This design comes from an exercise in tuning for small area on the open sky130 flow, not from production work. The RTL was checked by simulation tests, not by an equivalence proof against the original design. No driver is modelled on the clock port, so clocking that relies on it looks cheaper here than on a real chip. No activity file was given, so power comes from the tool's default toggle rates.

== the reference run ==
## kt8_core
module kt8_core (
    input  wire        clk,
    input  wire        rst,           
    input  wire        start,         
    input  wire [15:0] start_addr,    
    input  wire        suspend,       
    output reg         mem_req,
    output reg         mem_we,
    output reg  [15:0] mem_addr,
    output reg  [7:0]  mem_wdata,
    input  wire [7:0]  mem_rdata,
    input  wire        mem_ready,
    output wire        busy,
    output wire        halted,
    output wire        faulted,
    output wire [2:0]  fault_code,
    output wire        retire,
    output wire [15:0] pc,
    output wire [7:0]  a,
    output wire [7:0]  w,
    output wire [7:0]  x,
    output wire [7:0]  y,
    output wire [7:0]  z,
    output wire [7:0]  sp,
    output wire [7:0]  flags
);
==> flow/config.mk <==
export PLATFORM = sky130hd
export DESIGN_NAME = kt8_core
export DESIGN_NICKNAME = kt8_core
export VERILOG_FILES = /design/flow/design.v
export SDC_FILE = /design/flow/constraint.sdc
export NUM_CORES = 4
export LEC_CHECK = 0
export ABC_AREA = 1
export CAP_MARGIN = 20
export CORE_MARGIN = 2
export CORE_UTILIZATION = 40
export SLEW_MARGIN = 20
==> flow/constraint.sdc <==
create_clock -name core_clock -period 10.0 [get_ports {clk}]
set_input_delay 2.0000 -clock core_clock [delete_from_list [all_inputs] [get_ports {clk}]]
set_output_delay 2.0000 -clock core_clock [all_outputs]
set_load 0.01 [all_outputs]
standard.sh (not shown) runs the stock make flow with config.mk's settings and CLKGATE_MAP_FILE= SYNTH_SCRIPT=/design/flow/synth_recipe.tcl, a recipe that flattens the netlist after the stock synthesis.
==> flow/flow/run.sh <==
#!/bin/bash
# The standard layout (standard.sh), changed in three ways:
#  - synthesis maps the logic with a deeper area-oriented ABC script
#    (flow/abc_deep.script); everything else in synth_recipe.tcl is unchanged,
#    so the registers are the standard synthesis's;
#  - ports are buffered with the smallest buffer (buf_1);
#  - the clock tree uses clkbuf_16 buffers and no dummy loads.
# Each tool's output is in orfs/logs; make's output is in standard.log.
set -euo pipefail
HERE=$PWD
{
  echo "proc abc {args} {"
  echo "  set i [lsearch \$args -script]"
  echo "  set args [lreplace \$args [expr {\$i+1}] [expr {\$i+1}] $HERE/flow/abc_deep.script]"
  echo "  yosys abc {*}\$args"
  echo "}"
  cat synth_recipe.tcl
} > my_synth.tcl
sed "s#SYNTH_SCRIPT=[^ ]*#SYNTH_SCRIPT=$HERE/my_synth.tcl#" standard.sh > my_standard.sh
export BUFFER_PORTS_ARGS="-buffer_cell sky130_fd_sc_hd__buf_1"
export CTS_ARGS="-sink_clustering_enable -repair_clock_nets -dont_use_dummy_load -buf_list sky130_fd_sc_hd__clkbuf_16 -sink_clustering_size 50"
bash my_standard.sh > standard.log 2>&1
==> flow/flow/abc_deep.script <==
strash
&get -n
&deepsyn -T 60
&put
dch -f
amap
topo
dnsize
Modified inputs, the trial run compared to the reference run
diff --git a/flow/flow/run.sh b/flow/flow/run.sh
--- a/flow/flow/run.sh
+++ b/flow/flow/run.sh
@@ -5,5 +5,5 @@
 #    so the registers are the standard synthesis's;
 #  - ports are buffered with the smallest buffer (buf_1);
-#  - the clock tree uses clkbuf_16 buffers and no dummy loads.
+#  - the clock tree uses clkbuf_8 buffers and no dummy loads.
 # Each tool's output is in orfs/logs; make's output is in standard.log.
 set -euo pipefail
@@ -19,4 +19,4 @@
 sed "s#SYNTH_SCRIPT=[^ ]*#SYNTH_SCRIPT=$HERE/my_synth.tcl#" standard.sh > my_standard.sh
 export BUFFER_PORTS_ARGS="-buffer_cell sky130_fd_sc_hd__buf_1"
-export CTS_ARGS="-sink_clustering_enable -repair_clock_nets -dont_use_dummy_load -buf_list sky130_fd_sc_hd__clkbuf_16 -sink_clustering_size 50"
+export CTS_ARGS="-sink_clustering_enable -repair_clock_nets -dont_use_dummy_load -buf_list sky130_fd_sc_hd__clkbuf_8 -sink_clustering_size 20"
 bash my_standard.sh > standard.log 2>&1
## What came out
The trial run finished every stage and its layout cleared the timing, design-rule and antenna checks. Final area for the trial run is lower than for the reference run. Of the reference run and the trial run, the trial run shows the lower global-route track usage on met1, with the reference run above it. Across both runs, clock-pin slew of the registers on the worst-case setup and hold paths was higher for the trial run than for the reference run. From the reference run to the trial run the numbers moved as follows: internal power of the cells now sits lower; clock skew went up 9.9 ps.

========
Another version of the RTL of kt8_core (not shown whole).
Size in the first run: ~860 cells after synthesis, roughly 130 flip-flops, roughly 130 I/O pins, roughly 6800 um2 of cells after synthesis.
==> flow/design.v (excerpt) <==
module kt8_core (
    input  wire        clk,
    input  wire        rst,           
    input  wire        start,         
    input  wire [15:0] start_addr,    
    input  wire        suspend,       
    output reg         mem_req,
    output reg         mem_we,
    output reg  [15:0] mem_addr,
    output reg  [7:0]  mem_wdata,
    input  wire [7:0]  mem_rdata,
    input  wire        mem_ready,
    output wire        busy,
    output wire        halted,
    output wire        faulted,
    output wire [2:0]  fault_code,
    output wire        retire,
    output wire [15:0] pc,
    output wire [7:0]  a,
    output wire [7:0]  w,
    output wire [7:0]  x,
    output wire [7:0]  y,
    output wire [7:0]  z,
    output wire [7:0]  sp,
    output wire [7:0]  flags
);
Settings: LEC_CHECK=0, ABC_AREA=1, CAP_MARGIN=20, CORE_MARGIN=2, CORE_UTILIZATION=40, SLEW_MARGIN=20; clock period 10.0 ns.
==> flow/flow/run.sh <==
#!/bin/bash
# The standard layout (standard.sh), changed in three ways:
#  - synthesis maps the logic with a deeper area-oriented ABC script
#    (flow/abc_deep.script); everything else in synth_recipe.tcl is unchanged,
#    so the registers are the standard synthesis's;
#  - ports are buffered with the smallest buffer (buf_1);
#  - the clock tree uses clkbuf_8 buffers and no dummy loads.
# Each tool's output is in orfs/logs; make's output is in standard.log.
set -euo pipefail
HERE=$PWD
{
  echo "proc abc {args} {"
  echo "  set i [lsearch \$args -script]"
  echo "  set args [lreplace \$args [expr {\$i+1}] [expr {\$i+1}] $HERE/flow/abc_deep.script]"
  echo "  yosys abc {*}\$args"
  echo "}"
  cat synth_recipe.tcl
} > my_synth.tcl
sed "s#SYNTH_SCRIPT=[^ ]*#SYNTH_SCRIPT=$HERE/my_synth.tcl#" standard.sh > my_standard.sh
export BUFFER_PORTS_ARGS="-buffer_cell sky130_fd_sc_hd__buf_1"
export CTS_ARGS="-sink_clustering_enable -repair_clock_nets -dont_use_dummy_load -buf_list sky130_fd_sc_hd__clkbuf_8 -sink_clustering_size 20"
bash my_standard.sh > standard.log 2>&1
Scripts as last shown in full above: flow/flow/abc_deep.script
Next try:
==> flow/flow/run.sh (replaced) <==
#!/bin/bash
set -euo pipefail
HERE=$PWD
{
  echo "proc abc {args} {"
  echo "  set i [lsearch \$args -script]"
  echo "  set args [lreplace \$args [expr {\$i+1}] [expr {\$i+1}] $HERE/flow/abc_deep.script]"
  echo "  yosys abc {*}\$args"
  echo "}"
  cat synth_recipe.tcl
} > my_synth.tcl
sed "s#SYNTH_SCRIPT=[^ ]*#SYNTH_SCRIPT=$HERE/my_synth.tcl#" standard.sh > my_standard.sh
export BUFFER_PORTS_ARGS="-buffer_cell sky130_fd_sc_hd__buf_1"
export CTS_ARGS="-sink_clustering_enable -repair_clock_nets -dont_use_dummy_load -buf_list sky130_fd_sc_hd__clkbuf_4"
export POST_CTS_TCL="$HERE/flow/post_cts.tcl"
bash my_standard.sh > standard.log 2>&1
==> flow/flow/abc_deep.script (replaced) <==
strash
&get -n
&deepsyn -T 120
&put
dch -f
amap -F 10 -A 30
topo
dnsize
==> flow/flow/post_cts.tcl (new file) <==
proc clkbuf_sink_slew {inst} {
  set net [get_nets -of_objects [get_pins [get_full_name $inst]/X]]
  set ws 0
  foreach p [get_pins -of_objects $net] {
    set s [get_property $p slew_max]
    if {$s > $ws} { set ws $s }
  }
  return $ws
}
proc clkbuf4s {} {
  set l {}
  foreach inst [get_cells *] {
    if {[get_property $inst ref_name] eq "sky130_fd_sc_hd__clkbuf_4"} { lappend l $inst }
  }
  return $l
}
estimate_parasitics -placement
set up 0
foreach inst [clkbuf4s] {
  set drives_buf 0
  set net [get_nets -of_objects [get_pins [get_full_name $inst]/X]]
  foreach p [get_pins -of_objects $net] {
    if {[string match *clkbuf* [get_property [get_cells -of_objects $p] ref_name]] && [get_property $p direction] eq "input"} { set drives_buf 1 }
  }
  if {$drives_buf} { replace_cell $inst sky130_fd_sc_hd__clkbuf_8; incr up }
}
estimate_parasitics -placement
foreach inst [clkbuf4s] {
  if {[clkbuf_sink_slew $inst] > 0.110} { replace_cell $inst sky130_fd_sc_hd__clkbuf_8; incr up }
}
puts "post_cts: upsized $up clock buffers"
detailed_placement
check_placement
estimate_parasitics -placement
set ws 0
foreach p [get_pins -hierarchical */CLK] { set s [get_property $p slew_max]; if {$s > $ws} {set ws $s} }
puts "post_cts: worst flip-flop clock slew $ws"
- GPL_TIMING_DRIVEN: unset -> 0
- sequential share of layout area rose by 0.57 points
- setup slack degrades by 1.2 ns
- area after synthesis goes down by 1.2%
- design area fell by 1.5%
- fmax fell by 15%
- clock power decreases by 15%
- critical path depth goes up by 1
- register-to-register slack loses 1.2 ns
- final cell count falls by 2.9%
- via count went down by 2.0%
- total power went down by 3.3%
Next try:
==> flow/flow/abc_deep.script (replaced) <==
strash
&get -n
&deepsyn -T 60
&put
dch -f
amap
topo
dnsize
- GPL_TIMING_DRIVEN: 0 -> unset
Effect:
- routed wire length rose by about 1.6%
- global-route usage rose by 0.25 points
- total power fell by 6.1%
- via count fell by about 0.5%
- cell area barely changes
- area after synthesis rose by 1.1%
- combinational power fell by about 8%
- hold slack gains 0.026 ns
- fmax rose by about 10%
- clock power fell by about 5%
- critical path depth fell by 2

separate check: timing with driven ports:
The results above use ideal ports. As a check the final layouts listed here were re-extracted and re-timed, cells and wires unchanged.
Step 1 (the two cells are an assumption about what drives the block):
set clk [get_ports {clk}]
set_driving_cell -lib_cell sky130_fd_sc_hd__clkbuf_16 $clk
set_driving_cell -lib_cell sky130_fd_sc_hd__buf_2 [delete_from_list [all_inputs] $clk]
Step 2 also shifts input and output timing later by t, the mid clock arrival at the registers, as if the neighbouring blocks saw the same clock.
Slacks: ideal ports / drivers / drivers and shift; pairs: ideal ports / drivers.
| run | shift t [ns] | slack for setup (ns) | clock arrival spread, ns | slew at the worst register clock pin (ns) |
|---|---|---|---|---|
| the reference run | 0.459 | 2.679 / 2.679 / 2.679 | 0.022 / 0.022 | 0.06 / 0.06 |
| the trial run | 0.479 | 2.804 / 2.804 / 2.804 | 0.031 / 0.032 | 0.09 / 0.09 |
| the first run of note 2 | 0.475 | 3.006 / 3.006 / 3.006 | 0.030 / 0.030 | 0.08 / 0.08 |
| the second run of note 2 | 0.461 | 1.795 / 1.795 / 1.795 | 0.036 / 0.036 | 0.10 / 0.10 |
| the third run of note 2 | 0.446 | 2.570 / 2.570 / 2.570 | 0.031 / 0.032 | 0.10 / 0.10 |
After both steps setup and hold are still met in every run listed.
